Source: an optimization exercise on an open RTL-to-GDS flow (aim: small area, a short achievable clock period and few clock cycles). Production flows keep margins and buffers that such runs may drop. Function was checked by simulation only, so behaviour that the tests miss may differ from the original.

// mcl2_core
module mcl2_core (
    input  wire        clk,
    input  wire        rst,
    input  wire        cmd_valid,
    input  wire [7:0]  cmd,
    output wire        cmd_ready,
    output reg         done,
    input  wire [1:0]  ev,
    output wire [1:0]  ind,
    output wire        test_out,
    output wire        in_rd,
    output wire [4:0]  in_addr,
    input  wire [15:0] in_rdata,
    output reg         out_we,
    output reg  [4:0]  out_addr,
    output reg  [15:0] out_wdata
);
    localparam [15:0] PHASE_INC = 16'd1365;
    localparam [7:0]  BITS      = 8'h59;      
    localparam [7:0]  CMD_INIT = 8'h01, CMD_PROCESS = 8'h02, CMD_TICK = 8'h03;
    localparam [16*64-1:0] SINE_TAB = {
        16'hF374, 16'hE707, 16'hDAD8, 16'hCF05, 16'hC3AA, 16'hB8E4, 16'hAECD, 16'hA57E,
        16'h9D0F, 16'h9593, 16'h8F1E, 16'h89BF, 16'h8584, 16'h8277, 16'h809F, 16'h8001,
        16'h809F, 16'h8277, 16'h8584, 16'h89BF, 16'h8F1E, 16'h9593, 16'h9D0F, 16'hA57E,
        16'hAECD, 16'hB8E4, 16'hC3AA, 16'hCF05, 16'hDAD8, 16'hE707, 16'hF374, 16'h0000,
        16'h0C8C, 16'h18F9, 16'h2528, 16'h30FB, 16'h3C56, 16'h471C, 16'h5133, 16'h5A82,
        16'h62F1, 16'h6A6D, 16'h70E2, 16'h7641, 16'h7A7C, 16'h7D89, 16'h7F61, 16'h7FFF,
        16'h7F61, 16'h7D89, 16'h7A7C, 16'h7641, 16'h70E2, 16'h6A6D, 16'h62F1, 16'h5A82,
        16'h5133, 16'h471C, 16'h3C56, 16'h30FB, 16'h2528, 16'h18F9, 16'h0C8C, 16'h0000
    };
    localparam [16*16-1:0] SHAPE_A_TAB = {
        16'h8001, 16'h8277, 16'h89BF, 16'h9593, 16'hA57E, 16'hB8E4, 16'hCF05, 16'hE707,
        16'h0000, 16'h18F9, 16'h30FB, 16'h471C, 16'h5A82, 16'h6A6D, 16'h7641, 16'h7D89
    };
    localparam [16*16-1:0] SHAPE_B_TAB = {
        16'h7FFF, 16'h7D89, 16'h7641, 16'h6A6D, 16'h5A82, 16'h471C, 16'h30FB, 16'h18F9,
        16'h0000, 16'hE707, 16'hCF05, 16'hB8E4, 16'hA57E, 16'h9593, 16'h89BF, 16'h8277
    };
    localparam [1:0] S_IDLE = 2'd0, S_SAMPLE = 2'd1, S_CLEAR = 2'd3;
    reg [1:0]  mode;
    reg [1:0]  ind_r;
    reg        inc_pend, dec_pend;
    reg        sign, test_out_r;
    reg        ineg;                 
    reg [2:0]  bitcur;
    reg [15:0] phase;
    reg [16*19-1:0] hq;              
    reg [16*21-1:0] dq;              
    reg [16:0] ua_r, ub_r;           
    reg        uc_r;
    reg [15:0] hl_r;                 
  ...
Size in the first run: about 4600 cells after synthesis, roughly 980 flip-flops, roughly 42000 µm² of cells after synthesis.
export LEC_CHECK = 0
export ABC_AREA = 1
export CAP_MARGIN = 20
export CORE_MARGIN = 2
export CORE_UTILIZATION = 60
export PLACE_DENSITY = 0.75
export SLEW_MARGIN = 20
create_clock -name core_clock -period 18.0 [get_ports {clk}]
run.sh (not shown) runs the stock make flow with config.mk's settings and CLKGATE_MAP_FILE= SYNTH_SCRIPT=/design/flow/synth_recipe.tcl, a recipe that flattens the netlist after the stock synthesis.
The starting point went through all stages and came out clean.
Testbench counts at the start, summed over its fixed seeds: cycles 86,472.
Edit:
--- a/flow/design.v
+++ b/flow/design.v
@@ -40,33 +40,33 @@
     reg [1:0]  mode;
     reg [1:0]  ind_r;
     reg        inc_pend, dec_pend;
     reg        sign, test_out_r;
     reg        ineg;                 
     reg [2:0]  bitcur;
     reg [15:0] phase;
-    reg [16*19-1:0] hq;              
+    reg [16*15-1:0] hq;              
     reg [16*21-1:0] dq;              
     reg [16:0] ua_r, ub_r;           
     reg        uc_r;
-    reg [15:0] hl_r;                 
     reg        rdy;                  
     reg        proc_r;               
     reg        pv;                   
     reg [1:0]  pm;                   
     reg        prun;                 
     reg        m3r;                  
     reg [5:0]  cnt;
     reg        v1;                   
     reg [4:0]  a1;
     reg        tr, sel;
     reg        blk;                  
     reg [3:0]  ti;                   
     reg [4:0]  rel;                  
     reg [1:0]  stype;
+    reg        hrot;                 
     reg        clr_req, clr_all;
     reg [6:0]  m_one, m_two, m_neg;  
     reg [15:0] hn_r;                 
     reg [15:0] xb_r;                 
     reg [32:0] qa_r, qb_r;           
     reg [31:0] acc;
     reg        p1_act, p2_act, p3_act;
@@ -118,25 +118,30 @@
     wire [3:0]  n3      = cnt[4:1];
     wire [15:0] coef_n  = tr ? (sel ? SHAPE_B_TAB[16*n3 +: 16] : SHAPE_A_TAB[16*n3 +: 16])
                              : (ineg ? 16'h8001 : 16'h7FFF);
     wire upd_now  = (stype == S_SAMPLE) && (rel <= 5'd15);
     wire push     = (stype == S_SAMPLE) && (rel == 5'd15);
     wire [4:0] rel_n = push ? 5'd17 : (rel == 5'd20) ? 5'd0 : rel + 5'd1;
     wire eng_idle = (stype == S_IDLE) && !clr_req;
-    wire [15:0] h_in  = (stype == S_CLEAR) ? 16'd0 : (stype == S_SAMPLE) ? h_upd : hl_r;
+    wire [15:0] h_in  = (stype == S_CLEAR) ? 16'd0 : h_upd;
     wire [15:0] dl_in = ((stype == S_CLEAR) && (clr_all || (rel <= 5'd15))) ? 16'd0 :
                         push ? dreg : x_head;
     wire [1:0] mode_inc  = pend_r[0] ? mode + 2'd1 : mode;
     wire [1:0] mode_tick = pend_r[1] ? mode_inc - 2'd1 : mode_inc;
     always @(posedge clk) begin
-        hq   <= {h_in, hq[16*19-1:16]};
-        ua_r <= ua_n;
-        ub_r <= ub_n;
-        uc_r <= uc_n;
-        hl_r <= h_upd;
+        if (hrot) hq <= {h_in, hq[16*15-1:16]};
+        if (stype == S_CLEAR) begin
+            ua_r <= 17'd0;
+            ub_r <= 17'd0;
+            uc_r <= 1'b0;
+        end else if (upd_now) begin
+            ua_r <= ua_n;
+            ub_r <= ub_n;
+            uc_r <= uc_n;
+        end
         dq   <= {dl_in, dq[16*21-1:16]};
         hn_r <= m3r ? coef_n : h_upd;
         xb_r <= m3r ? rom : dq[16*19 +: 16];
         qa_r <= qa_n;
         qb_r <= qb_n;
         dreg  <= in_rdata;
         dreg4 <= {dreg[15], dreg} + 17'd4;
@@ -172,14 +177,15 @@
             a1         <= 5'd0;
             tr         <= 1'b0;
             sel        <= 1'b0;
             blk        <= 1'b0;
             ti         <= 4'd0;
             rel        <= 5'd0;
             stype      <= S_CLEAR;
+            hrot       <= 1'b1;
             clr_req    <= 1'b0;
             clr_all    <= 1'b1;
             m_one      <= 7'd0;
             m_two      <= 7'd0;
             m_neg      <= 7'd0;
             acc        <= 32'd0;
             p1_act     <= 1'b0;
@@ -303,14 +309,15 @@
                     end
                 end
                 endcase
             end
             rd_r <= (pv && prun && (pm == 2'd0) && !cnt[5]) || (blk && (rel_n == 5'd17));
             ra_r <= blk ? {ti, 1'b0} : cnt[4:0];
             rel  <= rel_n;
+            hrot <= ((rel == 5'd20) ? (tail_go || clr_req) : (stype != S_IDLE)) && (rel_n <= 5'd15);
             p1_act   <= upd_now;
             p1_first <= (stype == S_SAMPLE) && (rel == 5'd0);
             p1_last  <= push;
             p2_act   <= p1_act;
             p2_first <= p1_first;
             p2_last  <= p1_last;
             p3_act   <= p2_act;
Setup slack is better by 0.062 ns.
Area after synthesis grows by a few percent.
Maximum frequency grows slightly.
Global-route usage is about the same.
Utilization shrinks by 0.42 points.
Cell area grows by a few percent.
Worst hold slack is about the same.
Testbench counts after the change, summed over its fixed seeds: cycles 86,472.

-- re-timing with driven ports --
The results above use ideal ports. As a check the final layouts listed here were re-extracted and re-timed, cells and wires unchanged. Step 1: set_driving_cell puts a clkbuf_16 on clk and a buf_2 on each other input, an assumption about the parent block. Step 2 times the ports against the registers' clock, not the clock port: input delays grow and output delays shrink by t, the midpoint of the rising clock arrivals with the driver on. Slacks: no drivers / after step 1 / after step 2; pairs: no drivers / after step 1.
run | shift t [ns] | setup WS [ns] | worst register clock-pin slew, ns
the first run | 0.713 | 12.583 / 12.517 / 11.936 | 0.07 / 0.07
the second run | 0.712 | 12.645 / 12.577 / 12.674 | 0.08 / 0.08
After both steps setup and hold are still met in every run listed. The setup slack of the first run, which loses most, moves by -0.066 ns with the drivers and by -0.647 ns with both steps.
